Background: an optimization exercise with open tools, aiming at small area. Do not read the settings as production practice. Only simulation tests tie the RTL to the original design; equivalence was not proved. No driver is modelled on the clock port, so clocking that relies on it looks cheaper here than on a real chip. No activity file was given, so power comes from the tool's default toggle rates.

File: design.v
module kmb (
    input  wire        clk,
    input  wire        rst,         
    input  wire [12:0] key_in,
    input  wire        btn_in,
    input  wire        tick_ms,
    input  wire        tx_ready,
    output wire        tx_valid,
    output wire [7:0]  tx_data,
    output wire        tx_last,
    output wire        led,
    output wire        overlay,
    output reg         res_valid,
    output reg  [2:0]  res_kind,
    output reg  [3:0]  res_line,
    output reg  [1:0]  res_slot
);
    localparam [4:0] S_IDLE  = 5'd0;
    localparam [4:0] S_SCAN  = 5'd1;
    localparam [4:0] S_TXN0  = 5'd2;    
    localparam [4:0] S_TXN1  = 5'd3;    
    localparam [4:0] S_TXN2  = 5'd4;    
    localparam [4:0] S_WSET  = 5'd5;    
    localparam [4:0] S_FLASH = 5'd16;
    localparam [4:0] S_WON   = 5'd17;   
    localparam [4:0] S_FGAP  = 5'd18;
    localparam [4:0] S_WOFF  = 5'd19;   
    localparam [4:0] S_TOP   = 5'd20;
    localparam [4:0] S_CH    = 5'd21;
    localparam [4:0] S_TXC0  = 5'd22;   
    localparam [4:0] S_TXC1  = 5'd23;   
    localparam [4:0] S_CHW   = 5'd24;
    localparam [4:0] S_WCH   = 5'd25;   
    localparam [4:0] S_OCTDN = 5'd26;
    localparam [4:0] S_WDN   = 5'd27;   
    localparam [4:0] S_OCTUP = 5'd28;
    localparam [4:0] S_WUP   = 5'd29;   
    localparam [2:0] K_CLAIM    = 3'd0;
    localparam [2:0] K_FREE     = 3'd2;
    localparam [2:0] K_OVERFLOW = 3'd3;
    localparam [2:0] K_SPURIOUS = 3'd4;
    reg [4:0]  st;
    reg [12:0] cur;        
    reg [12:0] ack;        
    reg [3:0]  octave;
    reg [1:0]  preset;
    reg [3:0]  slot_k0, slot_k1, slot_k2, slot_k3;    
    reg [8:0]  cnt;        
    reg [2:0]  aux;        
    wire [12:0] pend = ack ^ cur;
    reg [3:0] line;
    integer i;
    always @(*) begin
        line = 4'd0;
        for (i = 12; i >= 0; i = i - 1)
            if (pend[i]) line = i[3:0];
    end
    wire any_pend = |pend;
    wire pressed  = cur[line];
    wire [3:0] hit;
    assign hit[0] = (slot_k0 == line);
    assign hit[1] = (slot_k1 == line);
    assign hit[2] = (slot_k2 == line);
    assign hit[3] = (slot_k3 == line);
    wire [3:0] free = {&slot_k3, &slot_k2, &slot_k1, &slot_k0};
    wire [1:0] hit_slot  = hit[0]  ? 2'd0 : hit[1]  ? 2'd1 : hit[2]  ? 2'd2 : 2'd3;
    wire [1:0] free_slot = free[0] ? 2'd0 : free[1] ? 2'd1 : free[2] ? 2'd2 : 2'd3;
    wire       arb_ok   = pressed ? (free != 4'd0) : (hit != 4'd0);
    wire [1:0] arb_slot = !arb_ok ? 2'd0 : pressed ? free_slot : hit_slot;
    wire [2:0] arb_kind = pressed ? (arb_ok ? K_CLAIM : K_OVERFLOW)
                                  : (arb_ok ? K_FREE  : K_SPURIOUS);
    wire in_wait = (st == S_WSET) || (st == S_WON) || (st == S_WOFF) ||
                   (st == S_WCH) || (st == S_WDN) || (st == S_WUP);
    wire done_150 = cnt[7] & cnt[4] & cnt[2] & cnt[1];
    wire done_100 = cnt[6] & cnt[5] & cnt[2];
    wire done_400 = cnt[8] & cnt[7] & cnt[4];
    wire done_50  = cnt[5] & cnt[4] & cnt[1];
    wire [7:0] note = {4'd0, res_line} + {4'd0, octave} * 8'd12;
    reg  [7:0] byte_o;
    reg        last_o;
    always @(*) begin
        byte_o = 8'h00;
        last_o = 1'b0;
        case (st)
            S_TXN0: byte_o = {3'b100, res_kind == K_CLAIM, 2'b00, res_slot};
            S_TXN1: byte_o = note;
            S_TXN2: begin byte_o = 8'h64; last_o = 1'b1; end
            S_TXC0: byte_o = {6'b101100, aux[1:0]};
            S_TXC1: begin byte_o = {6'd0, preset}; last_o = 1'b1; end
            default: ;
        endcase
    end
    assign tx_valid = (st == S_TXN0) || (st == S_TXN1) || (st == S_TXN2) ||
                      (st == S_TXC0) || (st == S_TXC1);
    assign tx_data  = byte_o;
    assign tx_last  = last_o;
    assign led      = (st == S_WON) || (st == S_FGAP);
    assign overlay  = st[4];
    wire       slot_wr = (st == S_SCAN) && any_pend && arb_ok;
    wire [3:0] slot_d  = (rst || !pressed) ? 4'hF : line;
    always @(posedge clk) begin
        if (rst || (slot_wr && arb_slot == 2'd0)) slot_k0 <= slot_d;
        if (rst || (slot_wr && arb_slot == 2'd1)) slot_k1 <= slot_d;
        if (rst || (slot_wr && arb_slot == 2'd2)) slot_k2 <= slot_d;
        if (rst || (slot_wr && arb_slot == 2'd3)) slot_k3 <= slot_d;
    end
    always @(posedge clk) begin
        cnt <= in_wait ? cnt + {8'd0, tick_ms} : 9'd0;
        if (rst) begin
            st        <= S_IDLE;
            ack       <= 13'd0;
            octave    <= 4'd5;
            preset    <= 2'd0;
            res_valid <= 1'b0;
            res_kind  <= 3'd0;
            res_line  <= 4'd0;
            res_slot  <= 2'd0;
        end else begin
            res_valid <= 1'b0;
            case (st)
                S_IDLE: begin
                    if (btn_in) begin
                        aux <= 3'd0;
                        st  <= S_FLASH;
                    end else begin
                        cur <= key_in;
                        st  <= S_SCAN;
                    end
                end
                S_SCAN: begin
                    if (!any_pend) begin
                        st <= S_IDLE;
                    end else begin
                        ack[line] <= pressed;
                        res_valid <= 1'b1;
                        res_kind  <= arb_kind;
                        res_line  <= line;
                        res_slot  <= arb_slot;
                        if (arb_ok) st <= S_TXN0;
                    end
                end
                S_TXN0: if (tx_ready) st <= S_TXN1;
                S_TXN1: if (tx_ready) st <= S_TXN2;
                S_TXN2: if (tx_ready) st <= S_SCAN;
                S_WSET: if (done_50) st <= S_IDLE;
                S_FLASH: begin
                    if (aux[1:0] == preset) st <= S_TOP;
                    else                    st <= S_WON;
                end
                S_WON:  if (done_150) st <= S_FGAP;
                S_FGAP: begin
                    aux <= aux + 3'd1;
                    st  <= S_WOFF;
                end
                S_WOFF: if (done_150) st <= S_FLASH;
                S_TOP: begin
                    if (btn_in) begin
                        aux <= 3'd0;
                        st  <= S_CH;
                    end else begin
                        preset <= preset + 2'd1;
                        st     <= S_WSET;
                    end
                end
                S_CH: begin
                    if (aux[2])                st  <= S_OCTDN;
                    else if (key_in[aux[1:0]]) st  <= S_TXC0;
                    else                       aux <= aux + 3'd1;
                end
                S_TXC0: if (tx_ready) st <= S_TXC1;
                S_TXC1: if (tx_ready) st <= S_CHW;
                S_CHW: begin
                    aux <= aux + 3'd1;
                    st  <= S_WCH;
                end
                S_WCH: if (done_100) st <= S_CH;
                S_OCTDN: begin
                    if (key_in[11]) begin
                        if (octave != 4'd0) octave <= octave - 4'd1;
                        st <= S_WDN;
                    end else begin
                        st <= S_OCTUP;
                    end
                end
                S_WDN: if (done_400) st <= S_OCTUP;
                S_OCTUP: begin
                    if (key_in[12]) begin
                        if (octave < 4'd9) octave <= octave + 4'd1;
                        st <= S_WUP;
                    end else begin
                        st <= S_TOP;
                    end
                end
                S_WUP: if (done_400) st <= S_TOP;
                default: st <= S_IDLE;
            endcase
        end
    end
endmodule
File: flow/run.sh
#!/bin/bash
# Own layout flow: the standard ORFS flow with an area-oriented ABC
# script, no full-adder extraction, minimum-size port buffers and a clock
# tree without dummy loads. Synthesis is otherwise the standard one.
set -euo pipefail
W=$PWD
F=$W/flow
CTS_BUFS=${CTS_BUFS:-sky130_fd_sc_hd__clkbuf_8}
sed "s#^source \$::env(SCRIPTS_DIR)/synth_preamble.tcl#&\nset abc_args [list -script $F/area.abc {*}\$lib_args {*}\$lib_dont_use_args -constr \$::env(OBJECTS_DIR)/abc.constr]#" \
    "$FLOW_HOME/scripts/synth.tcl" > "$W/synth_mod.tcl"
sed "s#\$::env(SCRIPTS_DIR)/synth.tcl#$W/synth_mod.tcl#" "$W/synth_recipe.tcl" > "$W/my_synth.tcl"
bash "$W/standard.sh" \
    SYNTH_SCRIPT="$W/my_synth.tcl" \
    ADDER_MAP_FILE= \
    ABC_AREA=1 \
    GPL_TIMING_DRIVEN=0 \
    BUFFER_PORTS_ARGS="-buffer_cell sky130_fd_sc_hd__buf_1" \
    CTS_ARGS="-sink_clustering_enable -sink_clustering_size 20 -sink_clustering_max_diameter 200 -repair_clock_nets -dont_use_dummy_load -buf_list {$CTS_BUFS}" \
    finish > "$W/standard_flow.log" 2>&1
File: flow/area.abc
strash
&get -n
&deepsyn -T 30
&dch -f
&nf -R 1000 -p -F 10 -A 10
&put
strash
&get -n
&dch -f
&nf -R 1000 -p -F 10 -A 10
&put
File: standard.sh
#!/bin/bash
# synth_recipe.tcl (not shown) runs the flow's synth.tcl, then flattens the netlist and writes it again
# the make line also repeats each setting of config.mk as NAME=value (left out here)
make -C /OpenROAD-flow-scripts/flow DESIGN_CONFIG=/design/flow/config.mk WORK_HOME=/design/flow/orfs CLKGATE_MAP_FILE= SYNTH_SCRIPT=/design/flow/synth_recipe.tcl "${@:-finish}"
File: config.mk
export PLATFORM = sky130hd
export DESIGN_NAME = kmb
export DESIGN_NICKNAME = kmb
export VERILOG_FILES = /design/flow/design.v
export SDC_FILE = /design/flow/constraint.sdc
export NUM_CORES = 4
export LEC_CHECK = 0
export CAP_MARGIN = 20
export CORE_MARGIN = 2
export CORE_UTILIZATION = 40
export SLEW_MARGIN = 20
File: constraint.sdc
create_clock -name core_clock -period 10.0 [get_ports {clk}]
set_input_delay 2.0000 -clock core_clock [delete_from_list [all_inputs] [get_ports {clk}]]
set_output_delay 2.0000 -clock core_clock [all_outputs]
set_load 0.01 [all_outputs]
==> flow_summary.json, run 1 <==
{
  "ys_ff_latch": 75,
  "antenna_found_initial": 0,
  "clkSinkCount": 75,
  "utilization": 0.461,
  "crit_arrival_ns": 4.77,
  "crit_chain": "xnor2_1 > nand3_1 > nand3b_1 > nor2_1 > clkinv_1 > nor3_2 > nand2b_1 > a21boi_0 > o21ai_0 > nand2_1 > nor3_1 > nand2_1 > nor2_1 > a221oi_1",
  "synthCells": 410,
  "synth_top_family_by_area": "simple AND/OR/NAND/NOR gates",
  "startpoint_type": "flop",
  "hpwlAfterDp_mm": 6.68,
  "start_util": 0.411,
  "async_flop_share": 0,
  "cp.required_ns": 10.23,
  "cts_resized": 0,
  "peakVddDrop_mv": 0.0772,
  "avgSynthCellArea_um2": 9.26,
  "finalHoldViolCount": 0,
  "grt_pass1_wl_mm": 14.7,
  "power.leakage_uw": 0.00143,
  "drt-vias-per-instance": 5.56,
  "instances_no_fill": 589,
  "die_area_um2": 10300,
  "period_needed_ns": 4.54,
  "tritoncts": "yes",
  "synthesis.area_um2": 3800,
  "fin_nets": 480,
  "drc": 0,
  "setup_viol": 0,
  "synthMuxAreaShare": 0.0138,
  "cts_buffer_depth": 2,
  "drt-initial-drc-count": 327,
  "chipHeight_um": 101,
  "cts-root-buf": "clkbuf_8",
  "maxCapViolations": 0,
  "critPathSlowestCell": "nor3_2",
  "postCtsSetupBuffers": 0,
  "cp_top_family": "simple AND/OR/NAND/NOR gates",
  "yosys.area.top_type": "edfxtp_1",
  "rsz0062_at_grt": "false",
  "synth-simple-area-share": 0.236,
  "p_per_area_nw_per_um2": 229,
  "gp_congestion": 0.897,
  "end_kind": "flop",
  "placed_cells": 579,
  "drt_pass1_iterations": 6,
  "wl_mm": 9.15,
  "synth_edf_count": 32,
  "grt_start_max_net_pins": 39,
  "critPathMaxStageDelay_ns": 0.61,
  "synth_top_area_frac": 0.253,
  "cp_max_fo": 11,
  "run_status": "complete, no violations",
  "synth_area_leaders": "edfxtp_1 (25%), dfxtp_1 (23%), nor2_1 (4.9%)",
  "synth_adder_area_share": 0,
  "slew_violations": 0,
  "row_count": 35,
  "hold_class": "reg -> reg",
  "htree_num_levels": 3,
  "ios": 40,
  "ys_top_cells_by_count": "nor2_1 (50), nand2_1 (46), dfxtp_1 (43)",
  "overflow": 0,
  "cp_num_buf_inv": 1,
  "antenna_left": 0,
  "grt_pass1_vias": 2965,
  "ys_seq_area_frac": 0.480,
  "die_w_um": 101,
  "period_share": 0.454,
  "yosys.cell_count.top_type": "nor2_1",
  "crit_type": "reg -> reg",
  "place.port_buffers": 39,
  "clk_pin_slew_ns": 0.07,
  "maxSlewHeadroom": 0.494,
  "diodes": 0,
  "hold_buffers": 0,
  "ys_warn_count": 1,
  "synth_xor_xnor_area_share": 0.0900,
  "grt_usage": 0.184,
  "synth.net_count": 428,
  "vias": 3275,
  "syn_to_final_growth_pct": 12.2,
  "core_um2": 9240,
  "worstSkewPairLatency_ns": 0.34,
  "fmax_mhz": 220,
  "synth.distinct_cells": 46,
  "max_slew.worst_pin.slew_ns": 0.756,
  "synthFlopType": "dfxtp_1",
  "skew_ns": 0.0161,
  "synth_compound_area_frac": 0.174,
  "cts_buffers": 9,
  "drive_gt1_frac": 0.0348,
  "wire_per_inst_um": 15.5,
  "setup_tns_ns": 0
}
-- layer usage --
metal  track usage  vias up  wire [um]
met3        0.0324       16        370
met4        0.0707        0        167
met5             0        -          0
met1         0.269     1545       4480
met2         0.269       88       4130
li1              -     1626          -
-- sequential cells by signal, indices dropped and copies added, names as in the netlist --
register	count
cnt	9
aux	3
res_line	4
preset	2
ack	13
cur	13
slot_k2	4
slot_k3	4
res_slot	2
slot_k1	4
res_valid	1
octave	4
res_kind	3
st	5
slot_k0	4
-- layout by cell type, fill, tap and decap left out, types with 5 or more instances in the layout --
master	instances
nor3_1	20
and2_0	5
a221oi_1	5
o21bai_1	6
nand3_1	9
a22o_1	5
nand2b_1	8
clkbuf_8	9
nand4_1	8
dfxtp_1	43
a31oi_1	5
xor2_1	20
or3_1	5
and3_1	8
nor2_1	49
buf_1	38
xnor2_1	19
nor2b_1	9
clkinv_1	7
a21oi_1	30
a311oi_1	5
edfxtp_1	32
nand2_1	46
o21ai_0	16
-- cells by family after synthesis --
group	count (synthesis)
DFF	75
buffers and inverters	7
muxes	4
AOI/OAI and AO/OA	100
xor gates and xnor gates	39
and+or+nand+nor	185
-- layout make-up --
| class | instances | area (um^2) |
|---|---|---|
| clock buffer | 9 | 124 |
| fill | 921 | 4980 |
| inverter | 7 | 26.3 |
| multi-input combinational | 328 | 1960 |
| sequential | 75 | 1820 |
| tap | 129 | 161 |
| timing repair buffer | 41 | 163 |
-- path summary, 6_finish.rpt --
kind	from	to	slack [ns]	cells past startpoint
max	cur[0]$_DFFE_PP_	st[3]$_SDFFE_PP0P_	5.46	14
min	res_kind[0]$_SDFFE_PP0P_	res_kind[0]$_SDFFE_PP0P_	0.46	2
max reg2reg	cur[0]$_DFFE_PP_	st[3]$_SDFFE_PP0P_	5.46	14
min reg2reg	res_kind[0]$_SDFFE_PP0P_	res_kind[0]$_SDFFE_PP0P_	0.46	2
-- report_power, final --
part           leakage, uW  internal (uW)  switching (uW)
combinational     0.000733            132             227
sequential        0.000631            385            56.9
clock            0.0000647           80.4            96.1
-- stage by stage --
step / instance area (um^2) / setup WS, ns / hold WS, ns / power (uW)
detailed placement: 4120 / 5.13 / 0.451 / 800
finish: 4260 / 5.46 / 0.459 / 977
CTS: 4240 / 5.06 / 0.461 / 977
global placement: 4110 / 5.14 / 0.448 / 794
floorplan: 3800 / 6.17 / 0.463 / 692
global route: 4260 / 4.99 / 0.492 / 1040
-- tightest hold or removal path, cell delays in order, from the launching register on --
cell	delay, ns
dfxtp_1	0.32
nand2_1	0.06
nand2_1	0.04
==> run 2: changes to the inputs <==
--- a/design.v
+++ b/design.v
@@ -98,10 +98,2 @@
     assign overlay  = st[4];
-    wire       slot_wr = (st == S_SCAN) && any_pend && arb_ok;
-    wire [3:0] slot_d  = (rst || !pressed) ? 4'hF : line;
-    always @(posedge clk) begin
-        if (rst || (slot_wr && arb_slot == 2'd0)) slot_k0 <= slot_d;
-        if (rst || (slot_wr && arb_slot == 2'd1)) slot_k1 <= slot_d;
-        if (rst || (slot_wr && arb_slot == 2'd2)) slot_k2 <= slot_d;
-        if (rst || (slot_wr && arb_slot == 2'd3)) slot_k3 <= slot_d;
-    end
     always @(posedge clk) begin
@@ -113,2 +105,6 @@
             preset    <= 2'd0;
+            slot_k0   <= 4'hF;
+            slot_k1   <= 4'hF;
+            slot_k2   <= 4'hF;
+            slot_k3   <= 4'hF;
             res_valid <= 1'b0;
@@ -138,3 +134,11 @@
                         res_slot  <= arb_slot;
-                        if (arb_ok) st <= S_TXN0;
+                        if (arb_ok) begin
+                            case (arb_slot)
+                                2'd0: slot_k0 <= pressed ? line : 4'hF;
+                                2'd1: slot_k1 <= pressed ? line : 4'hF;
+                                2'd2: slot_k2 <= pressed ? line : 4'hF;
+                                default: slot_k3 <= pressed ? line : 4'hF;
+                            endcase
+                            st <= S_TXN0;
+                        end
                     end
--- a/flow/run.sh
+++ b/flow/run.sh
@@ -7,3 +7,3 @@
 F=$W/flow
-CTS_BUFS=${CTS_BUFS:-sky130_fd_sc_hd__clkbuf_8}
+CTS_BUFS=${CTS_BUFS:-sky130_fd_sc_hd__clkbuf_4}
 sed "s#^source \$::env(SCRIPTS_DIR)/synth_preamble.tcl#&\nset abc_args [list -script $F/area.abc {*}\$lib_args {*}\$lib_dont_use_args -constr \$::env(OBJECTS_DIR)/abc.constr]#" \
@@ -17,3 +17,4 @@
     BUFFER_PORTS_ARGS="-buffer_cell sky130_fd_sc_hd__buf_1" \
-    CTS_ARGS="-sink_clustering_enable -sink_clustering_size 20 -sink_clustering_max_diameter 200 -repair_clock_nets -dont_use_dummy_load -buf_list {$CTS_BUFS}" \
+    CTS_ARGS="-sink_clustering_enable -repair_clock_nets -root_buf sky130_fd_sc_hd__clkbuf_8 -tree_buf sky130_fd_sc_hd__clkbuf_4 -dont_use_dummy_load -buf_list {$CTS_BUFS}" \
+    PRE_CTS_TCL="$F/cts_pre.tcl" \
     finish > "$W/standard_flow.log" 2>&1
==> flow/area.abc (replaced) <==
strash
&get -n
&st
&syn2
&dch -f
&nf -R 1000 -p
&put
strash
&get -n
&st
&dch -f
&nf -R 1000 -p
&put
==> flow/cts_pre.tcl (new file) <==
# Drive every register clock pin from one clkbuf_16 placed at the centre
# of the registers, in place of a multi-level clock tree.
set block [ord::get_db_block]
set clknet [$block findNet clk]
set master [[ord::get_db] findMaster sky130_fd_sc_hd__clkbuf_16]
set sinks {}
set sx 0
set sy 0
foreach it [$clknet getITerms] {
  lappend sinks $it
  set bb [[$it getInst] getBBox]
  set sx [expr {$sx + [$bb xMin]}]
  set sy [expr {$sy + [$bb yMin]}]
}
set n [llength $sinks]
set buf [odb::dbInst_create $block $master clkbuf_root]
set net [odb::dbNet_create $block clknet_root]
$net setSigType CLOCK
foreach it $sinks {
  $it disconnect
  $it connect $net
}
[$buf findITerm A] connect $clknet
[$buf findITerm X] connect $net
$buf setLocation [expr {$sx / $n}] [expr {$sy / $n}]
$buf setPlacementStatus PLACED
puts "cts_pre: clkbuf_root drives $n clock sinks"
==> flow_summary.json, run 2 <==
{
  "run_status": "complete, no violations",
  "start_util": 0.410,
  "utilization": 0.465,
  "gp_congestion": 1.00,
  "cp_num_buf_inv": 1,
  "fin_nets": 565,
  "maxCapViolations": 0,
  "p_per_area_nw_per_um2": 223,
  "setup_viol": 0,
  "place.port_buffers": 39,
  "critPathSlowestCell": "a21oi_2",
  "die_area_um2": 10700,
  "yosys.cell_count.top_type": "nor2_1",
  "worstSkewPairLatency_ns": 0.46,
  "yosys.area.top_type": "dfxtp_1",
  "async_flop_share": 0,
  "critPathMaxStageDelay_ns": 0.62,
  "hpwlAfterDp_mm": 7.89,
  "synth_area_leaders": "dfxtp_1 (30%), edfxtp_1 (12%), nor2_1 (6.7%)",
  "cp_top_family": "simple AND/OR/NAND/NOR gates",
  "max_slew.worst_pin.slew_ns": 1.03,
  "syn_to_final_growth_pct": 13.3,
  "grt_usage": 0.198,
  "finalHoldViolCount": 0,
  "synth_top_area_frac": 0.297,
  "ys_seq_area_frac": 0.418,
  "cp_max_fo": 16,
  "slew_violations": 0,
  "crit_type": "reg -> reg",
  "synth.distinct_cells": 40,
  "layout_commonest_cell": "nor2_1",
  "avgSynthCellArea_um2": 8.07,
  "synth.net_count": 510,
  "vias": 3817,
  "die_w_um": 104,
  "tritoncts": "yes",
  "setup_tns_ns": 0,
  "chipHeight_um": 104,
  "period_share": 0.502,
  "crit_arrival_ns": 5.36,
  "clkSinkCount": 75,
  "synthFlopType": "dfxtp_1",
  "cts_resized": 0,
  "diodes": 0,
  "ys_ff_latch": 75,
  "top_regs": "ack (13), cur (13), cnt (9)",
  "grt_pass1_vias": 3570,
  "antenna_left": 0,
  "grt_pass1_wl_mm": 17.5,
  "wire_per_inst_um": 15.5,
  "synthesis.area_um2": 3970,
  "power.leakage_uw": 0.00153,
  "power.total_uw": 1000,
  "cts_buffers": 9,
  "synthCells": 492,
  "ys_warn_count": 1,
  "drt-vias-per-instance": 5.63,
  "antenna_found_initial": 0,
  "final_cell_mix": "nor2_1 (70), nand2_1 (59), dfxtp_1 (59), o21ai_0 (49), a21oi_1 (46)",
  "postCtsSetupBuffers": 0,
  "drive_gt1_frac": 0.0367,
  "wl_mm": 10.5,
  "dpl-instance-area_um2": 4350,
  "skew_ns": 0.0214,
  "overflow": 0,
  "period_needed_ns": 5.02,
  "crit_chain": "xor2_1 > nand2b_1 > a311o_1 > nand2_1 > a21oi_2 > clkinv_1 > nand2_1 > nor2_1 > nor4_1 > nor2_1 > nor2_1 > a21o_1 > nor3_1 > a31oi_1 > nand2_1 > or3_1 > a21oi_1 > o21ai_0",
  "final_area_um2": 4500,
  "hold_class": "reg -> reg",
  "rsz0062_at_grt": "false",
  "core_um2": 9680,
  "num-fill-cells": 999,
  "end_kind": "flop",
  "startpoint_type": "flop",
  "drt_pass1_iterations": 5,
  "row_count": 36,
  "ys_top_cells_by_count": "nor2_1 (71), dfxtp_1 (59), nand2_1 (59)",
  "maxSlewHeadroom": 0.312,
  "cp.required_ns": 10.34,
  "hold_buffers": 0,
  "ios": 40,
  "drc": 0,
  "synth_edf_count": 16,
  "peakVddDrop_mv": 0.135,
  "clk_pin_slew_ns": 0.08,
  "drt-initial-drc-count": 214,
  "fmax_mhz": 199,
  "grt_start_max_net_pins": 38
}
-- run 2: cell types whose count changed after synthesis, sizes merged, moves of 7 or more --
cell | previous run | this run
edfxtp | 32 | 16
o21ai | 16 | 50
a21oi | 30 | 47
nor2 | 50 | 71
dfxtp | 43 | 59
nand2 | 46 | 59
a22oi | 3 | 10
a211oi | 1 | 9
-- run 2: kinds of logic (layout without fill, tap and decap cells) --
logic type,after synthesis,in the layout,synth area share
buffers and inverters,8,61,0.00756
and+or+nand+nor,214,214,0.247
AOI/OAI and AO/OA,154,154,0.233
muxes,1,1,0.00567
DFF,75,75,0.418
xor gates and xnor gates,40,40,0.0882
-- run 2: routing by layer --
layer	vias to the layer above	global-route usage	wire length [um]
met5	-	0	0
met4	0	0.0454	179
met3	19	0.0472	575
met2	111	0.333	4970
met1	1783	0.260	4810
li1	1904	-	-
-- run 2: worst paths after layout --
kind / startpoint / to / slack [ns] / cells after the start
setup / recovery: cur[10]$_DFFE_PP_ / slot_k0[1]$_SDFFE_PP1P_ / 4.98 / 18
hold reg to reg: ack[9]$_SDFFE_PP0P_ / ack[9]$_SDFFE_PP0P_ / 0.49 / 2
hold / removal: ack[9]$_SDFFE_PP0P_ / ack[9]$_SDFFE_PP0P_ / 0.49 / 2
setup reg to reg: cur[10]$_DFFE_PP_ / slot_k0[1]$_SDFFE_PP1P_ / 4.98 / 18
-- run 2: power by group --
part	switching [uW]	total [uW]	leakage, uW	internal (uW)
registers	61.1	417	0.000626	355
logic	257	389	0.000823	132
clock network	99.3	197	0.0000770	97.3
total	417	1000	0.00153	585
-- run 2: per-stage QoR --
stage	cells	hold WS [ns]	setup WS, ns
detailed placement	668	0.488	5.06
CTS	678	0.499	5.06
global placement	664	0.480	4.11
finish	678	0.494	4.98
floorplan	492	0.455	5.42
global route	678	0.547	4.41
-- run 2: layout make-up, without the clock buffers --
cell class                 instances  area [um^2]  area share
buffer                             1         25.0     0.00556
multi-input combinational        409         2300       0.510
tap                              133          166      0.0370
timing repair buffer              43          198      0.0439
inverter                           8         30.0     0.00667
sequential                        75         1660       0.369
-- run 2: tightest hold or removal path, stage by stage, from the launching register on --
cell	delay, ns
dfxtp_1	0.32
o21ai_0	0.07
a21oi_1	0.06
==> run 3: changes to the inputs <==
--- a/design.v
+++ b/design.v
@@ -98,2 +98,10 @@
     assign overlay  = st[4];
+    wire       slot_wr = (st == S_SCAN) && any_pend && arb_ok;
+    wire [3:0] slot_d  = (rst || !pressed) ? 4'hF : line;
+    always @(posedge clk) begin
+        if (rst || (slot_wr && arb_slot == 2'd0)) slot_k0 <= slot_d;
+        if (rst || (slot_wr && arb_slot == 2'd1)) slot_k1 <= slot_d;
+        if (rst || (slot_wr && arb_slot == 2'd2)) slot_k2 <= slot_d;
+        if (rst || (slot_wr && arb_slot == 2'd3)) slot_k3 <= slot_d;
+    end
     always @(posedge clk) begin
@@ -105,6 +113,2 @@
             preset    <= 2'd0;
-            slot_k0   <= 4'hF;
-            slot_k1   <= 4'hF;
-            slot_k2   <= 4'hF;
-            slot_k3   <= 4'hF;
             res_valid <= 1'b0;
@@ -134,11 +138,3 @@
                         res_slot  <= arb_slot;
-                        if (arb_ok) begin
-                            case (arb_slot)
-                                2'd0: slot_k0 <= pressed ? line : 4'hF;
-                                2'd1: slot_k1 <= pressed ? line : 4'hF;
-                                2'd2: slot_k2 <= pressed ? line : 4'hF;
-                                default: slot_k3 <= pressed ? line : 4'hF;
-                            endcase
-                            st <= S_TXN0;
-                        end
+                        if (arb_ok) st <= S_TXN0;
                     end
--- a/flow/run.sh
+++ b/flow/run.sh
@@ -7,3 +7,3 @@
 F=$W/flow
-CTS_BUFS=${CTS_BUFS:-sky130_fd_sc_hd__clkbuf_4}
+CTS_BUFS=${CTS_BUFS:-sky130_fd_sc_hd__clkbuf_8}
 sed "s#^source \$::env(SCRIPTS_DIR)/synth_preamble.tcl#&\nset abc_args [list -script $F/area.abc {*}\$lib_args {*}\$lib_dont_use_args -constr \$::env(OBJECTS_DIR)/abc.constr]#" \
@@ -17,4 +17,4 @@
     BUFFER_PORTS_ARGS="-buffer_cell sky130_fd_sc_hd__buf_1" \
-    CTS_ARGS="-sink_clustering_enable -repair_clock_nets -root_buf sky130_fd_sc_hd__clkbuf_8 -tree_buf sky130_fd_sc_hd__clkbuf_4 -dont_use_dummy_load -buf_list {$CTS_BUFS}" \
-    PRE_CTS_TCL="$F/cts_pre.tcl" \
+    CTS_ARGS="-clk_nets clk -sink_clustering_enable -sink_clustering_size 20 -sink_clustering_max_diameter 200 -repair_clock_nets -dont_use_dummy_load -buf_list {$CTS_BUFS}" \
+    PRE_CTS_TCL="$F/cts_tree.tcl" \
     finish > "$W/standard_flow.log" 2>&1
==> flow/area.abc (replaced) <==
strash
&get -n
&deepsyn -T 30
&dch -f
&nf -R 1000 -p -F 10 -A 10
&put
strash
&get -n
&dch -f
&nf -R 1000 -p -F 10 -A 10
&put
==> flow/cts_tree.tcl (new file) <==
# Two-level clock tree built here instead of by TritonCTS: the register
# clock pins are split into K groups by k-means on their positions; each
# group is driven by one leaf buffer at its centre, and one root buffer at
# the centre of the leaves drives the leaf buffers from the clock port.
set K 6
set leaf_master [[ord::get_db] findMaster sky130_fd_sc_hd__clkbuf_8]
set root_master [[ord::get_db] findMaster sky130_fd_sc_hd__clkbuf_8]
set block [ord::get_db_block]
set clknet [$block findNet clk]
set pts {}
foreach it [$clknet getITerms] {
  set bb [[$it getInst] getBBox]
  lappend pts [list $it [expr {([$bb xMin] + [$bb xMax]) / 2.0}] [expr {([$bb yMin] + [$bb yMax]) / 2.0}]]
}
set n [llength $pts]
set pts [lsort -real -index 1 $pts]
# initial centres: spread along x
set cx {}
set cy {}
for {set k 0} {$k < $K} {incr k} {
  set p [lindex $pts [expr {int(($k + 0.5) * $n / $K)}]]
  lappend cx [lindex $p 1]
  lappend cy [lindex $p 2]
}
for {set iter 0} {$iter < 30} {incr iter} {
  set asg {}
  foreach p $pts {
    set best 0
    set bd 1e30
    for {set k 0} {$k < $K} {incr k} {
      set d [expr {abs([lindex $p 1] - [lindex $cx $k]) + abs([lindex $p 2] - [lindex $cy $k])}]
      if {$d < $bd} { set bd $d; set best $k }
    }
    lappend asg $best
  }
  set sx [lrepeat $K 0.0]; set sy [lrepeat $K 0.0]; set sc [lrepeat $K 0]
  foreach p $pts a $asg {
    lset sx $a [expr {[lindex $sx $a] + [lindex $p 1]}]
    lset sy $a [expr {[lindex $sy $a] + [lindex $p 2]}]
    lset sc $a [expr {[lindex $sc $a] + 1}]
  }
  for {set k 0} {$k < $K} {incr k} {
    if {[lindex $sc $k] > 0} {
      lset cx $k [expr {[lindex $sx $k] / [lindex $sc $k]}]
      lset cy $k [expr {[lindex $sy $k] / [lindex $sc $k]}]
    }
  }
}
set root [odb::dbInst_create $block $root_master clkbuf_root]
set rnet [odb::dbNet_create $block clknet_root]
$rnet setSigType CLOCK
set rx 0.0; set ry 0.0; set used 0
for {set k 0} {$k < $K} {incr k} {
  if {[lindex $sc $k] == 0} continue
  set b [odb::dbInst_create $block $leaf_master clkbuf_leaf_$k]
  set net [odb::dbNet_create $block clknet_leaf_$k]
  $net setSigType CLOCK
  foreach p $pts a $asg {
    if {$a == $k} {
      set it [lindex $p 0]
      $it disconnect
      $it connect $net
    }
  }
  [$b findITerm A] connect $rnet
  [$b findITerm X] connect $net
  $b setLocation [expr {int([lindex $cx $k])}] [expr {int([lindex $cy $k])}]
  $b setPlacementStatus PLACED
  set rx [expr {$rx + [lindex $cx $k]}]
  set ry [expr {$ry + [lindex $cy $k]}]
  incr used
  puts "clock tree: leaf $k drives [lindex $sc $k] registers"
}
[$root findITerm A] connect $clknet
[$root findITerm X] connect $rnet
$root setLocation [expr {int($rx / $used)}] [expr {int($ry / $used)}]
$root setPlacementStatus PLACED
puts "clock tree: root drives $used leaf buffers, $n registers in all"
removed: flow/cts_pre.tcl
==> flow_summary.json, run 3 <==
{
  "layout_commonest_cell": "nor2_1",
  "fmax_mhz": 210,
  "crit_arrival_ns": 4.76,
  "crit_path_frequent_cell": "nand2_1",
  "start_util": 0.411,
  "maxSlewHeadroom": 0.295,
  "grt_pass1_wl_mm": 14.7,
  "whs_ns": 0.463,
  "finalHoldViolCount": 0,
  "antenna_left": 0,
  "vias": 3253,
  "seqPwrFrac": 0.464,
  "p_clk_frac": 0.163,
  "grt_pass1_vias": 2931,
  "p_per_area_nw_per_um2": 225,
  "crit_chain": "xnor2_1 > nand2_1 > o21ai_0 > nand2_1 > a21oi_1 > nor2b_1 > a221o_1 > a221oi_1 > a211o_1 > o21a_1 > o21ai_0 > and2_0 > nand2_1 > o21bai_1",
  "synth.net_count": 428,
  "die_area_um2": 10300,
  "crit_type": "reg -> reg",
  "hpwlAfterDp_mm": 6.68,
  "final_area_um2": 4220,
  "skew_ns": 0.0223,
  "drt-initial-drc-count": 276,
  "num-fill-cells": 925,
  "p_comb_frac": 0.373,
  "top_regs": "ack (13), cur (13), cnt (9)",
  "async_flop_share": 0,
  "period_needed_ns": 4.75,
  "drive_gt1_frac": 0.0284,
  "ys_seq_area_frac": 0.480,
  "die_w_um": 101,
  "cts_resized": 0,
  "diodes": 0,
  "hold_class": "reg -> reg",
  "worstSkewPairLatency_ns": 0.35,
  "maxCapViolations": 0,
  "drt-vias-per-instance": 5.55,
  "chipHeight_um": 101,
  "peakVddDrop_mv": 0.0867,
  "wl_mm": 9.02,
  "clk_pin_slew_ns": 0.09,
  "critPathSlowestCell": "a21oi_1",
  "postCtsSetupBuffers": 0,
  "period_share": 0.475,
  "ys_top_cells_by_count": "nor2_1 (50), nand2_1 (46), dfxtp_1 (43)",
  "end_kind": "flop",
  "hold_buffers": 0,
  "gp_congestion": 0.897,
  "internal-power_uw": 578,
  "avgSynthCellArea_um2": 9.26,
  "ys_warn_count": 1,
  "fin_nets": 477,
  "slew_violations": 0,
  "grt_start_max_net_pins": 39,
  "final_cell_mix": "nor2_1 (49), nand2_1 (46), dfxtp_1 (43), buf_1 (38), edfxtp_1 (32)",
  "row_count": 35,
  "ios": 40,
  "yosys.area.top_type": "edfxtp_1",
  "dpl-instance-area_um2": 4120,
  "setup_viol": 0,
  "critPathMaxStageDelay_ns": 0.85,
  "run_status": "complete, no violations",
  "place.port_buffers": 39,
  "drt_pass1_iterations": 4,
  "setup_tns_ns": 0,
  "cp_max_fo": 11,
  "synthFlopType": "dfxtp_1",
  "wire_per_inst_um": 15.4,
  "power.leakage_uw": 0.00141,
  "syn_to_final_growth_pct": 11.2,
  "synthesis.area_um2": 3800,
  "p_switching_uw": 373,
  "grt_usage": 0.174,
  "swShare": 0.392,
  "cp.required_ns": 10.01,
  "antenna_found_initial": 0,
  "synth_area_leaders": "edfxtp_1 (25%), dfxtp_1 (23%), nor2_1 (4.9%)",
  "synth_edf_count": 32,
  "synthCells": 410,
  "core_um2": 9240,
  "drc": 0,
  "yosys.cell_count.top_type": "nor2_1",
  "utilization": 0.457,
  "synth_top_area_frac": 0.253,
  "startpoint_type": "flop",
  "rsz0062_at_grt": "false",
  "ys_ff_latch": 75,
  "synth.distinct_cells": 46,
  "overflow": 0,
  "max_slew.worst_pin.slew_ns": 1.06
}
-- run 3: changes by cell type after synthesis, sizes merged, moves of 7 or more --
cell	change
nand2	-13
a211oi	-8
o21ai	-34
a22oi	-7
edfxtp	+16
dfxtp	-16
a21oi	-17
nor2	-21
-- run 3: path summary, 6_finish.rpt --
| kind | from | endpoint | slack (ns) | cells past startpoint |
|---|---|---|---|---|
| worst max-delay path | cur[8]$_DFFE_PP_ | slot_k1[1]$_DFFE_PP_ | 5.25 | 14 |
| worst min register to register | res_kind[0]$_SDFFE_PP0P_ | res_kind[0]$_SDFFE_PP0P_ | 0.46 | 2 |
| worst min-delay path | res_kind[0]$_SDFFE_PP0P_ | res_kind[0]$_SDFFE_PP0P_ | 0.46 | 2 |
| worst max register to register | cur[8]$_DFFE_PP_ | slot_k1[1]$_DFFE_PP_ | 5.25 | 14 |
-- run 3: metal layers --
| metal | track usage | vias up | wire (um) |
|---|---|---|---|
| li1 | - | 1621 | - |
| met1 | 0.265 | 1539 | 4440 |
| met2 | 0.272 | 75 | 4020 |
| met3 | 0.0166 | 18 | 339 |
| met4 | 0.0312 | 0 | 212 |
| met5 | 0 | - | 0 |
-- run 3: cell type report --
type,count,area [um^2],share of cell area
Buffer,7,96.3,0.0228
Inverter,7,26.3,0.00622
Multi-Input combinational cell,328,1960,0.465
Sequential cell,75,1820,0.431
Tap cell,129,161,0.0382
Timing Repair Buffer,40,155,0.0367
-- run 3: power groups by stage --
stage                     Combinational [uW]  Clock [uW]  Sequential [uW]
after detailed placement                 352           0              448
after global routing                     400         172              449
after CTS                                354         116              448
final                                    355         155              441
after floorplan                          255           0              436
after global placement                   347           0              447
-- run 3: metrics by stage --
step | power [uW] | cells | setup WS (ns)
global route | 1020 | 586 | 4.84
finish | 951 | 586 | 5.25
floorplan | 692 | 410 | 6.17
global placement | 794 | 578 | 5.14
detailed placement | 800 | 579 | 5.13
CTS | 919 | 586 | 5.07
-- run 3: cells by family after synthesis --
family          synth area share
simple gates               0.236
compound gates             0.174
flops                      0.480
xor+xnor                  0.0900
buf+inv                  0.00692
mux                       0.0138
-- run 3: worst max-delay path, delay by kind of cell (launching register included) --
kind	cells	cell delay, ns
compound gates	8	2.62
xor+xnor	1	0.27
flops	1	0.44
simple gates	5	1.09
==> run 4: changes to the inputs <==
--- a/flow/cts_tree.tcl
+++ b/flow/cts_tree.tcl
@@ -4,5 +4,5 @@
 # the centre of the leaves drives the leaf buffers from the clock port.
-set K 6
+set K 5
 set leaf_master [[ord::get_db] findMaster sky130_fd_sc_hd__clkbuf_8]
-set root_master [[ord::get_db] findMaster sky130_fd_sc_hd__clkbuf_8]
+set root_master [[ord::get_db] findMaster sky130_fd_sc_hd__clkbuf_4]
 set block [ord::get_db_block]
==> flow_summary.json, run 4 <==
{
  "synthCells": 410,
  "synthFlopType": "dfxtp_1",
  "end_kind": "flop",
  "skew_ns": 0.0144,
  "power.leakage_uw": 0.00140,
  "final_cell_mix": "nor2_1 (49), nand2_1 (46), dfxtp_1 (43), buf_1 (38), edfxtp_1 (32)",
  "die_area_um2": 10300,
  "peakVddDrop_mv": 0.0741,
  "utilization": 0.455,
  "finalHoldViolCount": 0,
  "yosys.cell_count.top_type": "nor2_1",
  "max_slew.worst_pin.slew_ns": 1.05,
  "critPathLaunch": "cur[8]$_DFFE_PP_",
  "slew_violations": 0,
  "worstSkewPairLatency_ns": 0.40,
  "final_area_um2": 4200,
  "drt_pass1_iterations": 5,
  "layout_commonest_cell": "nor2_1",
  "fin_nets": 476,
  "antenna_found_initial": 0,
  "yosys.area.top_type": "edfxtp_1",
  "num-fill-cells": 925,
  "drt-vias-per-instance": 5.58,
  "antenna_left": 0,
  "core_um2": 9240,
  "overflow": 0,
  "reg2reg_from": "cur[8]$_DFFE_PP_",
  "crit_arrival_ns": 5.05,
  "row_count": 35,
  "setup_tns_ns": 0,
  "top_regs": "ack (13), cur (13), cnt (9)",
  "r2r_end": "st[3]$_SDFFE_PP0P_",
  "vias": 3265,
  "postCtsSetupBuffers": 0,
  "wire_per_inst_um": 15.5,
  "hold_class": "reg -> reg",
  "startpoint_type": "flop",
  "cp.required_ns": 10.29,
  "period_share": 0.476,
  "hold_end": "res_kind[0]$_SDFFE_PP0P_",
  "ys_ff_latch": 75,
  "synth_edf_count": 32,
  "die_w_um": 101,
  "synth_top_area_frac": 0.253,
  "setup_viol": 0,
  "drc": 0,
  "ys_seq_area_frac": 0.480,
  "grt_usage": 0.173,
  "dpl-instance-area_um2": 4120,
  "wl_mm": 9.09,
  "gp_congestion": 0.897,
  "r2r_slack_ns": 5.24,
  "chipHeight_um": 101,
  "synth_area_leaders": "edfxtp_1 (25%), dfxtp_1 (23%), nor2_1 (4.9%)",
  "async_flop_share": 0,
  "grt_start_max_net_pins": 39,
  "ios": 40,
  "avgSynthCellArea_um2": 9.26,
  "diodes": 0,
  "ys_warn_count": 1,
  "cp_max_fo": 11,
  "grt_pass1_wl_mm": 14.6,
  "reg2reg_depth": 15,
  "hpwlAfterDp_mm": 6.68,
  "synth.net_count": 428,
  "grt_pass1_vias": 2923,
  "cts_resized": 0,
  "drive_gt1_frac": 0.0263,
  "maxSlewHeadroom": 0.303,
  "rsz0062_at_grt": "false",
  "ys_top_cells_by_count": "nor2_1 (50), nand2_1 (46), dfxtp_1 (43)",
  "hold_path_depth": 2,
  "synth.distinct_cells": 46,
  "syn_to_final_growth_pct": 10.7,
  "maxCapViolations": 0,
  "synthesis.area_um2": 3800,
  "crit_type": "reg -> reg",
  "place.port_buffers": 39,
  "period_needed_ns": 4.76,
  "start_util": 0.411,
  "run_status": "complete, no violations",
  "fmax_mhz": 210,
  "drt-initial-drc-count": 295,
  "clk_pin_slew_ns": 0.10,
  "hold_buffers": 0,
  "whs_ns": 0.464,
  "hp-start": "res_kind[0]$_SDFFE_PP0P_",
  "p_per_area_nw_per_um2": 223
}
run 4: cell counts after synthesis:
Identical to the previous run, type by type.
run 4: how the worst max path moves through the flow:
stage	endpoint
detailed placement	st[3]$_SDFFE_PP0P_
CTS	st[3]$_SDFFE_PP0P_
global placement	slot_k3[0]$_DFFE_PP_
global route	slot_k1[0]$_DFFE_PP_
floorplan	slot_k3[0]$_DFFE_PP_
finish	st[3]$_SDFFE_PP0P_
run 4: kinds of logic after synthesis:
group	synth area share
flip-flops	0.480
AND/OR/NAND/NOR	0.236
multiplexers	0.0138
buffers and inverters	0.00692
XOR/XNOR	0.0900
AO/OA/AOI/OAI	0.174
run 4: where the power goes:
group	switching, uW	total (uW)	internal, uW
registers	57.3	442	384
logic	226	356	131
clock network	90.8	141	49.7
run 4: per-layer routing:
layer	wire, um	GRT usage	vias up	share of wire
li1	-	-	1618	-
met1	4450	0.267	1552	0.49
met2	4050	0.268	81	0.45
met3	400	0.0138	14	0.044
met4	177	0.0322	0	0.019
met5	0	0	-	0
run 4: area by class of cell:
cell class / instances / area, um^2 / area share
Timing Repair Buffer: 40 / 155 / 0.0369
Multi-Input combinational cell: 328 / 1960 / 0.467
Sequential cell: 75 / 1820 / 0.433
Buffer: 6 / 76.3 / 0.0182
Inverter: 7 / 26.3 / 0.00625
Tap cell: 129 / 161 / 0.0384
run 4: through the flow:
| stage | setup slack (ns) | total power, uW | std cells |
|---|---|---|---|
| after floorplan | 6.17 | 692 | 410 |
| after global placement | 5.14 | 794 | 578 |
| after detailed placement | 5.13 | 800 | 579 |
| after CTS | 5.06 | 905 | 585 |
| after global routing | 4.82 | 1010 | 585 |
| final | 5.24 | 938 | 585 |
run 4: critical path, stage by stage, from the launching register on:
cell      delay (ns)
edfxtp_1        0.46
xnor2_1         0.28
nand2_1         0.11
o21ai_0         0.15
nand2_1         0.10
a21oi_1         0.84
nor2b_1         0.57
a221o_1         0.25
a221oi_1        0.05
a211o_1         0.30
o21a_1          0.24
o21ai_0         0.39
nand2_1         0.13
nor3_1          0.23
nand2_1         0.19
a221oi_1        0.35
==> run 5: changes to the inputs <==
--- a/flow/cts_tree.tcl
+++ b/flow/cts_tree.tcl
@@ -4,3 +4,3 @@
 # the centre of the leaves drives the leaf buffers from the clock port.
-set K 5
+set K 6
 set leaf_master [[ord::get_db] findMaster sky130_fd_sc_hd__clkbuf_8]
==> flow_summary.json, run 5 <==
{
  "run_status": "complete, no violations",
  "hold_path_depth": 2,
  "ys_seq_area_frac": 0.480,
  "period_needed_ns": 4.75,
  "final_area_um2": 4220,
  "worstSkewPairLatency_ns": 0.42,
  "internal-power_uw": 573,
  "wire_per_inst_um": 15.4,
  "synth.net_count": 428,
  "gp_congestion": 0.897,
  "syn_to_final_growth_pct": 11.1,
  "diodes": 0,
  "p_switching_uw": 373,
  "peakVddDrop_mv": 0.0865,
  "synthFlopType": "dfxtp_1",
  "synth.distinct_cells": 46,
  "crit_arrival_ns": 4.83,
  "skew_ns": 0.0224,
  "max_slew.worst_pin.slew_ns": 1.06,
  "hold_end": "res_kind[0]$_SDFFE_PP0P_",
  "async_flop_share": 0,
  "hold_class": "reg -> reg",
  "antenna_found_initial": 0,
  "top_regs": "ack (13), cur (13), cnt (9)",
  "swShare": 0.394,
  "synthesis.area_um2": 3800,
  "grt_pass1_wl_mm": 14.7,
  "drt-initial-drc-count": 277,
  "maxCapViolations": 0,
  "ys_warn_count": 1,
  "startpoint_type": "flop",
  "period_share": 0.475,
  "synthCells": 410,
  "place.port_buffers": 39,
  "maxSlewHeadroom": 0.295,
  "ys_top_cells_by_count": "nor2_1 (50), nand2_1 (46), dfxtp_1 (43)",
  "core_um2": 9240,
  "avgSynthCellArea_um2": 9.26,
  "cp_max_fo": 11,
  "setup_viol": 0,
  "slew_violations": 0,
  "reg2reg_from": "cur[8]$_DFFE_PP_",
  "drt-vias-per-instance": 5.54,
  "die_area_um2": 10300,
  "crit_type": "reg -> reg",
  "reg2reg_depth": 14,
  "ios": 40,
  "chipHeight_um": 101,
  "cp.required_ns": 10.08,
  "seqPwrFrac": 0.466,
  "layout_commonest_cell": "nor2_1",
  "power.leakage_uw": 0.00141,
  "grt_pass1_vias": 2931,
  "antenna_left": 0,
  "clk_pin_slew_ns": 0.09,
  "yosys.area.top_type": "edfxtp_1",
  "r2r_end": "slot_k1[1]$_DFFE_PP_",
  "end_kind": "flop",
  "grt_start_max_net_pins": 39,
  "row_count": 35,
  "postCtsSetupBuffers": 0,
  "synth_area_leaders": "edfxtp_1 (25%), dfxtp_1 (23%), nor2_1 (4.9%)",
  "drt_pass1_iterations": 4,
  "fin_nets": 477,
  "whs_ns": 0.463,
  "fmax_mhz": 210,
  "finalHoldViolCount": 0,
  "final_cell_mix": "nor2_1 (49), nand2_1 (46), dfxtp_1 (43), buf_1 (38), edfxtp_1 (32)",
  "wl_mm": 9.02,
  "dpl-instance-area_um2": 4120,
  "drive_gt1_frac": 0.0284,
  "vias": 3245,
  "grt_usage": 0.174,
  "drc": 0,
  "synth_edf_count": 32,
  "hold_buffers": 0,
  "ys_ff_latch": 75,
  "hpwlAfterDp_mm": 6.68,
  "yosys.cell_count.top_type": "nor2_1",
  "synth_top_area_frac": 0.253,
  "p_comb_frac": 0.375,
  "cts_resized": 0,
  "start_util": 0.411,
  "setup_tns_ns": 0,
  "overflow": 0,
  "hp-start": "res_kind[0]$_SDFFE_PP0P_",
  "r2r_slack_ns": 5.25,
  "p_per_area_nw_per_um2": 224,
  "die_w_um": 101,
  "p_clk_frac": 0.158,
  "rsz0062_at_grt": "false"
}
run 5: cell types whose count changed in the layout (fill, tap and decap cells not counted), sizes merged:
cell | previous run | this run
clkbuf | 6 | 7
run 5: stage by stage:
step	util	instances	worst slack (ns)	power (uW)
after global routing	0.456	586	4.84	1020
after CTS	0.456	586	5.07	915
after global placement	0.444	578	5.14	794
after floorplan	-	410	6.17	692
final	0.456	586	5.25	946
after detailed placement	0.446	579	5.13	800
run 5: final cells by class:
type	instances	area [um^2]
Timing Repair Buffer	40	155
Sequential cell	75	1820
Multi-Input combinational cell	328	1960
Tap cell	129	161
Inverter	7	26.3
Buffer	7	90.1
Fill cell	924	5020
run 5: layer usage:
| layer | vias up | GRT usage | share of wire |
|---|---|---|---|
| li1 | 1619 | - | - |
| met1 | 1541 | 0.265 | 0.49 |
| met3 | 14 | 0.0166 | 0.039 |
| met5 | - | 0 | 0 |
| met2 | 71 | 0.272 | 0.45 |
| met4 | 0 | 0.0312 | 0.020 |
run 5: worst max path at each step:
stage | endpoint | slack [ns] | start | cells after the start
2_1_floorplan | slot_k3[0]$_DFFE_PP_ | 6.17 | cur[10]$_DFFE_PP_ | 17
3_3_place_gp | slot_k3[0]$_DFFE_PP_ | 5.14 | cur[11]$_DFFE_PP_ | 17
3_5_place_dp | st[3]$_SDFFE_PP0P_ | 5.13 | cur[0]$_DFFE_PP_ | 14
4_1_cts | st[3]$_SDFFE_PP0P_ | 5.07 | cur[0]$_DFFE_PP_ | 14
5_1_grt | slot_k1[0]$_DFFE_PP_ | 4.84 | cur[8]$_DFFE_PP_ | 14
6_report | slot_k1[1]$_DFFE_PP_ | 5.25 | cur[8]$_DFFE_PP_ | 14
run 5: logic make-up after synthesis:
kind of cell / after synthesis / synth area share
AND/OR/NAND/NOR: 185 / 0.236
AO/OA/AOI/OAI: 100 / 0.174
flip-flops: 75 / 0.480
XOR/XNOR: 39 / 0.0900
buffers and inverters: 7 / 0.00692
multiplexers: 4 / 0.0138
run 5: power by group through the flow:
| stage | Clock, uW | Sequential (uW) | Combinational, uW |
|---|---|---|---|
| 2_1_floorplan | 0 | 436 | 255 |
| 3_5_place_dp | 0 | 448 | 352 |
| 4_1_cts | 112 | 448 | 354 |
| 5_1_grt | 167 | 449 | 400 |
| 6_report | 150 | 441 | 355 |
| 3_3_place_gp | 0 | 447 | 347 |
run 5: worst max-delay path, stage by stage (launching register included):
cell      delay [ns]
edfxtp_1        0.44
xnor2_1         0.27
nand2_1         0.11
o21ai_0         0.15
nand2_1         0.09
a21oi_1         0.85
nor2b_1         0.60
a221o_1         0.26
a221oi_1        0.05
a211o_1         0.30
o21a_1          0.24
o21ai_0         0.39
and2_0          0.21
nand2_1         0.08
o21bai_1        0.38
==> run 6: changes to the inputs <==
==> flow/run.sh (replaced) <==
#!/bin/bash
# Own layout flow: the standard ORFS flow (standard.sh) with
#  - synthesis as standard (same script, same register mapping) except for
#    the combinational mapping: no full-adder extraction, and an ABC script
#    built on &deepsyn; it runs with four random seeds and keeps the netlist
#    with the smallest cell area,
#  - minimum-size port buffers,
#  - no timing-driven global placement,
#  - a two-level clock tree built by flow/cts_tree.tcl.
# Each tool's output goes to the logs ORFS writes under orfs/ and syn*/;
# this script's own output goes to run_*.log in the work folder.
set -euo pipefail
W=$PWD
F=$W/flow
sed "s#^source \$::env(SCRIPTS_DIR)/synth_preamble.tcl#&\nset abc_args [list -script \$::env(MY_ABC_SCRIPT) {*}\$lib_args {*}\$lib_dont_use_args -constr \$::env(OBJECTS_DIR)/abc.constr]#" \
    "$FLOW_HOME/scripts/synth.tcl" > "$W/synth_mod.tcl"
sed "s#\$::env(SCRIPTS_DIR)/synth.tcl#$W/synth_mod.tcl#" "$W/synth_recipe.tcl" > "$W/my_synth.tcl"

ARGS=(SYNTH_SCRIPT="$W/my_synth.tcl" ADDER_MAP_FILE= ABC_AREA=1 GPL_TIMING_DRIVEN=0
      BUFFER_PORTS_ARGS="-buffer_cell sky130_fd_sc_hd__buf_1"
      CTS_ARGS="-clk_nets clk -repair_clock_nets -dont_use_dummy_load"
      PRE_CTS_TCL="$F/cts_tree.tcl")

# synthesis with several ABC seeds, in parallel
SEEDS="0 1 2 3"
for s in $SEEDS; do
  sed "s/@SEED@/$s/" "$F/area.abc" > "$W/area_$s.abc"
  bash "$W/standard.sh" "${ARGS[@]}" WORK_HOME="$W/syn$s" MY_ABC_SCRIPT="$W/area_$s.abc" synth \
      > "$W/run_synth_$s.log" 2>&1 &
done
wait
best=""
best_area=""
for s in $SEEDS; do
  rpt="$W/syn$s/reports/sky130hd/kmb/base/synth_stat.txt"
  [[ -f "$rpt" ]] || continue
  a=$(awk '/Chip area/ {print $NF}' "$rpt")
  echo "seed $s: area $a" >> "$W/run_select.log"
  if [[ -z "$best" ]] || awk -v a="$a" -v b="$best_area" 'BEGIN {exit !(a < b)}'; then
    best=$s
    best_area=$a
  fi
done
echo "selected seed $best ($best_area)" >> "$W/run_select.log"
rm -rf "$W/orfs"
cp -a "$W/syn$best" "$W/orfs"
bash "$W/standard.sh" "${ARGS[@]}" MY_ABC_SCRIPT="$W/area_$best.abc" finish > "$W/run_flow.log" 2>&1
--- a/flow/area.abc
+++ b/flow/area.abc
@@ -2,3 +2,3 @@
 &get -n
-&deepsyn -T 30
+&deepsyn -T 30 -S @SEED@
 &dch -f
--- a/flow/cts_tree.tcl
+++ b/flow/cts_tree.tcl
@@ -4,3 +4,3 @@
 # the centre of the leaves drives the leaf buffers from the clock port.
-set K 6
+set K 5
 set leaf_master [[ord::get_db] findMaster sky130_fd_sc_hd__clkbuf_8]
==> flow_summary.json, run 6 <==
{
  "run_status": "complete, no violations",
  "chipHeight_um": 101,
  "gr-max-usage-layer": "met2",
  "drive_gt1_frac": 0.0238,
  "final_cell_mix": "nor2_1 (47), dfxtp_1 (43), a21oi_1 (41), nand2_1 (40), buf_1 (38)",
  "startpoint_type": "flop",
  "postCtsSetupBuffers": 0,
  "grt_pass1_wl_mm": 15.5,
  "end_kind": "flop",
  "grt_start_max_net_pins": 29,
  "core_um2": 9200,
  "drc": 0,
  "start_util": 0.410,
  "ios": 40,
  "worstSkewPairLatency_ns": 0.42,
  "cp_max_fo": 12,
  "power.total_uw": 931,
  "synth.distinct_cells": 44,
  "slew_violations": 0,
  "avgSynthCellArea_um2": 9.08,
  "ys_top_cells_by_count": "nor2_1 (47), dfxtp_1 (43), a21oi_1 (42)",
  "place_ws_ns": 4.82,
  "maxCapViolations": 0,
  "setup_tns_ns": 0,
  "die_area_um2": 10200,
  "critPathLaunch": "cur[10]$_DFFE_PP_",
  "fin_ws_ns": 4.76,
  "hold_buffers": 0,
  "period_share": 0.524,
  "synthCells": 415,
  "drt-vias-per-instance": 5.69,
  "syn_to_final_growth_pct": 10.1,
  "wl_mm": 9.19,
  "ys_seq_area_frac": 0.484,
  "fmax_mhz": 191,
  "max_slew.worst_pin.slew_ns": 0.991,
  "grt_pass1_vias": 3161,
  "cts_resized": 0,
  "antenna_found_initial": 0,
  "synth_edf_count": 32,
  "use_met1": 0.252,
  "hpwlAfterDp_mm": 6.72,
  "wire_per_inst_um": 16.0,
  "maxSlewHeadroom": 0.333,
  "multiInputGateArea_um2": 1900,
  "crit_type": "reg -> reg",
  "synthesis.area_um2": 3770,
  "ys_ff_latch": 75,
  "grtUsageMet2": 0.319,
  "rsz0062_at_grt": "false",
  "async_flop_share": 0,
  "finalHoldViolCount": 0,
  "power.leakage_uw": 0.00143,
  "met3_usage": 0.0180,
  "crit_arrival_ns": 5.30,
  "skew_ns": 0.0296,
  "fin_nets": 482,
  "top_regs": "ack (13), cur (13), cnt (9)",
  "peakVddDrop_mv": 0.109,
  "row_count": 35,
  "drt-initial-drc-count": 167,
  "antenna_left": 0,
  "p_per_area_nw_per_um2": 224,
  "yosys.cell_count.top_type": "nor2_1",
  "die_w_um": 101,
  "synth_area_leaders": "edfxtp_1 (26%), dfxtp_1 (23%), a21oi_1 (5.6%)",
  "synth_top_area_frac": 0.255,
  "seqCellArea_um2": 1820,
  "reg2reg_from": "cur[10]$_DFFE_PP_",
  "setup_viol": 0,
  "diodes": 0,
  "gp_congestion": 0.848,
  "place.port_buffers": 39,
  "yosys.area.top_type": "edfxtp_1",
  "drt_pass1_iterations": 5,
  "vias": 3260,
  "hp-start": "res_kind[0]$_SDFFE_PP0P_",
  "hold_class": "reg -> reg",
  "cp.required_ns": 10.06,
  "num-fill-cells": 907,
  "synth.net_count": 433,
  "grt_usage": 0.185,
  "layout_commonest_cell": "nor2_1",
  "synthFlopType": "dfxtp_1",
  "clk_pin_slew_ns": 0.11,
  "ys_warn_count": 1,
  "period_needed_ns": 5.24,
  "overflow": 0
}
## run 6: cell count changes in the layout (fill, tap and decap cells not counted), sizes merged, moves of 4 or more
| cell | previous run | this run |
|---|---|---|
| nand2 | 46 | 40 |
| o21bai | 6 | 0 |
| a21boi | 5 | 1 |
| a21oi | 30 | 42 |
| and3 | 8 | 12 |
| clkinv | 7 | 13 |
| o21ai | 16 | 37 |
## run 6: through the flow
step / hold WS [ns] / utilization / std cells / area [um^2]
2_1_floorplan: 0.462 / - / 415 / 3770
3_3_place_gp: 0.453 / 0.441 / 565 / 4050
3_5_place_dp: 0.457 / 0.443 / 567 / 4070
4_1_cts: 0.457 / 0.451 / 573 / 4150
5_1_grt: 0.488 / 0.451 / 573 / 4150
6_report: 0.472 / 0.451 / 573 / 4150
## run 6: routing by layer
metal | vias to the layer above | wire length [um]
li1 | 1624 | -
met1 | 1540 | 4100
met2 | 81 | 4390
met3 | 15 | 538
met4 | 0 | 155
met5 | - | 0
## run 6: kinds of logic (layout without fill, tap and decap cells)
group,Yosys count,count (layout),share of synthesized area
AND/OR/NAND/NOR,170,170,0.219
AO/OA/AOI/OAI,114,114,0.180
flip-flops,75,75,0.484
XOR/XNOR,40,40,0.0930
buffers and inverters,13,60,0.0130
multiplexers,3,3,0.0113
## run 6: layout make-up
| class | count | area share |
|---|---|---|
| multi-input combinational | 327 | 0.458 |
| sequential | 75 | 0.439 |
| timing repair buffer | 41 | 0.0392 |
| tap | 111 | 0.0335 |
| buffer | 6 | 0.0184 |
| inverter | 13 | 0.0118 |
## run 6: critical path, cell delays in order, from the launching register on
cell and delay, ns:
edfxtp_1 0.43, xnor2_1 0.21, nor2b_1 0.19, o21ai_0 0.10
a21oi_1 0.18, or2_0 0.73, a21oi_1 0.35, a22oi_1 0.25
nand2_1 0.08, a221oi_1 0.26, nor3_1 0.15, a31oi_1 0.54
o21ai_0 0.23, o21ai_0 0.26, and2_0 0.26, nand2_1 0.11
o21ai_0 0.53
## run 6: final timing paths
check	to	slack, ns	cells past startpoint
setup / recovery	slot_k1[1]$_DFFE_PP_	4.76	16
hold / removal	res_kind[0]$_SDFFE_PP0P_	0.47	2
setup reg to reg	slot_k1[1]$_DFFE_PP_	4.76	16
hold reg to reg	res_kind[0]$_SDFFE_PP0P_	0.47	2
## run 6: power breakdown
part	total (uW)	leakage, uW	switching [uW]	internal [uW]
clock	140	0.0000406	90.1	49.6
combinational	348	0.000758	224	124
sequential	443	0.000631	58.3	385
total	931	0.00143	372	558
==> run 7: changes to the inputs <==
--- a/flow/run.sh
+++ b/flow/run.sh
@@ -24,3 +24,3 @@
 # synthesis with several ABC seeds, in parallel
-SEEDS="0 1 2 3"
+SEEDS="1 2 3 4"
 for s in $SEEDS; do
==> flow_summary.json, run 7 <==
{
  "clk_pin_slew_ns": 0.10,
  "cp.required_ns": 10.01,
  "place.port_buffers": 39,
  "power.leakage_uw": 0.00144,
  "startpoint_type": "flop",
  "die_w_um": 101,
  "run_status": "complete, no violations",
  "crit_chain": "xor2_1 > o21ba_1 > nor2_1 > nor2_1 > o21ai_0 > a21oi_1 > nor2_1 > nor2_1 > nor3_1 > a221oi_1 > a21oi_1 > nor3_1 > nor2_1 > a41oi_1 > clkinv_1 > a41oi_1 > nor2_1 > o31ai_1",
  "r2r_slack_ns": 5.01,
  "fin_nets": 475,
  "ios": 40,
  "synth.net_count": 428,
  "place_ws_ns": 5.08,
  "antenna_found_initial": 0,
  "synth_top_area_frac": 0.254,
  "overflow": 0,
  "final_cell_mix": "nor2_1 (49), dfxtp_1 (43), buf_1 (38), a21oi_1 (36), nand2_1 (35)",
  "async_flop_share": 0,
  "grt_start_max_net_pins": 29,
  "worstSkewPairLatency_ns": 0.39,
  "setup_tns_ns": 0,
  "p_per_area_nw_per_um2": 206,
  "drc": 0,
  "crit_path_frequent_cell": "nor2_1",
  "finalHoldViolCount": 0,
  "hold_buffers": 0,
  "syn_to_final_growth_pct": 9.93,
  "wire_per_inst_um": 16.2,
  "setup_viol": 0,
  "gp_congestion": 0.856,
  "rsz0062_at_grt": "false",
  "avgSynthCellArea_um2": 9.22,
  "period_share": 0.499,
  "top_regs": "ack (13), cur (13), cnt (9)",
  "ys_ff_latch": 75,
  "row_count": 35,
  "fmax_mhz": 200,
  "drive_gt1_frac": 0.0242,
  "grt_pass1_wl_mm": 14.5,
  "start_util": 0.411,
  "peakVddDrop_mv": 0.112,
  "period_needed_ns": 4.99,
  "whs_ns": 0.493,
  "max_slew.worst_pin.slew_ns": 0.968,
  "yosys.area.top_type": "edfxtp_1",
  "synth_edf_count": 32,
  "layout_commonest_cell": "nor2_1",
  "drt_pass1_iterations": 4,
  "chipHeight_um": 101,
  "synth.distinct_cells": 44,
  "fin_ws_ns": 5.01,
  "cp_max_fo": 9,
  "synthFlopType": "dfxtp_1",
  "skew_ns": 0.0268,
  "crit_arrival_ns": 5.00,
  "vias": 3208,
  "drt-initial-drc-count": 118,
  "grt_pass1_vias": 3006,
  "die_area_um2": 10200,
  "grt_usage": 0.174,
  "hold_class": "reg -> reg",
  "maxSlewHeadroom": 0.352,
  "antenna_left": 0,
  "ys_seq_area_frac": 0.482,
  "wl_mm": 9.17,
  "postCtsSetupBuffers": 0,
  "crit_type": "reg -> reg",
  "core_um2": 9200,
  "hpwlAfterDp_mm": 6.78,
  "slew_violations": 0,
  "end_kind": "flop",
  "drt-vias-per-instance": 5.67,
  "maxCapViolations": 0,
  "synth_area_leaders": "edfxtp_1 (25%), dfxtp_1 (23%), xor2_1 (5.6%)",
  "critPathSlowestCell": "nor2_1",
  "cts_resized": 0,
  "ys_top_cells_by_count": "nor2_1 (50), dfxtp_1 (43), a21oi_1 (36)",
  "yosys.cell_count.top_type": "nor2_1",
  "critPathMaxStageDelay_ns": 0.74,
  "ys_warn_count": 1,
  "synthesis.area_um2": 3780,
  "diodes": 0,
  "synthCells": 410
}
-- run 7: cell count changes in the layout (fill, tap and decap cells not counted), sizes merged, moves of 4 or more --
cell | before | now
xor2 | 18 | 24
nand2 | 40 | 35
o21ai | 37 | 24
nand3b | 0 | 5
a21oi | 42 | 36
a22o | 4 | 8
xnor2 | 22 | 15
nor2b | 6 | 11
a41oi | 0 | 4
-- run 7: final cells by class --
class / count / area, um^2
well taps: 111 / 139
fillers: 901 / 5040
inverters: 12 / 45.0
plain buffers: 6 / 76.3
multi-input cells: 323 / 1930
repair buffers: 39 / 148
flip-flops and latches: 75 / 1820
-- run 7: final timing paths --
kind	startpoint	end	cells after the start
worst min register to register	cnt[8]$_SDFF_PN0_	cnt[8]$_SDFF_PN0_	1
worst max register to register	cur[9]$_DFFE_PP_	slot_k3[3]$_DFFE_PP_	18
worst min-delay path	cnt[8]$_SDFF_PN0_	cnt[8]$_SDFF_PN0_	1
worst max-delay path	cur[9]$_DFFE_PP_	slot_k3[3]$_DFFE_PP_	18
-- run 7: cell families after synthesis --
family / count (synthesis) / synth area share
AO/OA/AOI/OAI: 107 / 0.181
XOR/XNOR: 39 / 0.0904
buffers and inverters: 12 / 0.0119
multiplexers: 3 / 0.0116
flip-flops: 75 / 0.482
AND/OR/NAND/NOR: 174 / 0.223
-- run 7: critical path: cells and delay by family (launching register included) --
kind            cells  cell delay (ns)
buf+inv             1             0.12
xor+xnor            1             0.25
flops               1             0.43
compound gates      8             2.04
simple gates        8             1.75
-- run 7: through the flow --
stage / util / total power [uW] / std cells / cell area, um^2
2_1_floorplan: - / 624 / 410 / 3780
3_3_place_gp: 0.442 / 713 / 560 / 4070
3_5_place_dp: 0.443 / 720 / 560 / 4080
4_1_cts: 0.452 / 824 / 566 / 4150
5_1_grt: 0.452 / 913 / 566 / 4160
6_report: 0.452 / 854 / 566 / 4160
-- run 7: per-layer routing --
layer	track usage	part of all wire
met5	0	0
met2	0.315	0.49
met3	0.0145	0.051
met1	0.229	0.45
met4	0.0291	0.017
-- run 7: power by group --
group	switching, uW	internal, uW
clock	90.0	49.8
sequential	48.0	373
combinational	192	102

-- afterwards: timing with drivers on the ports --
No port has a modelled driver above. Below, the same layouts with a new extraction and two added sets of constraints.
Step 1: set_driving_cell puts a clkbuf_16 on clk and a buf_2 on each other input, an assumption about the parent block.
Step 2 times the ports against the registers' clock, not the clock port: input delays grow and output delays shrink by t, the midpoint of the rising clock arrivals with the driver on.
Slacks: ideal ports / drivers / drivers and shift; pairs: ideal ports / drivers.
run | t, ns | setup slack, ns | worst setup path at the end
run 1 | 0.364 | 5.458 / 5.458 / 5.458 | register to register
run 2 | 0.483 | 4.980 / 4.980 / 4.980 | register to register
run 3 | 0.371 | 5.249 / 5.249 / 5.249 | register to register
run 4 | 0.423 | 5.237 / 5.237 / 5.237 | register to register
run 5 | 0.442 | 5.249 / 5.249 / 5.249 | register to register
run 6 | 0.431 | 4.759 / 4.759 / 4.759 | register to register
run 7 | 0.407 | 5.012 / 5.012 / 5.012 | register to register
After both steps setup and hold are still met in every run listed.
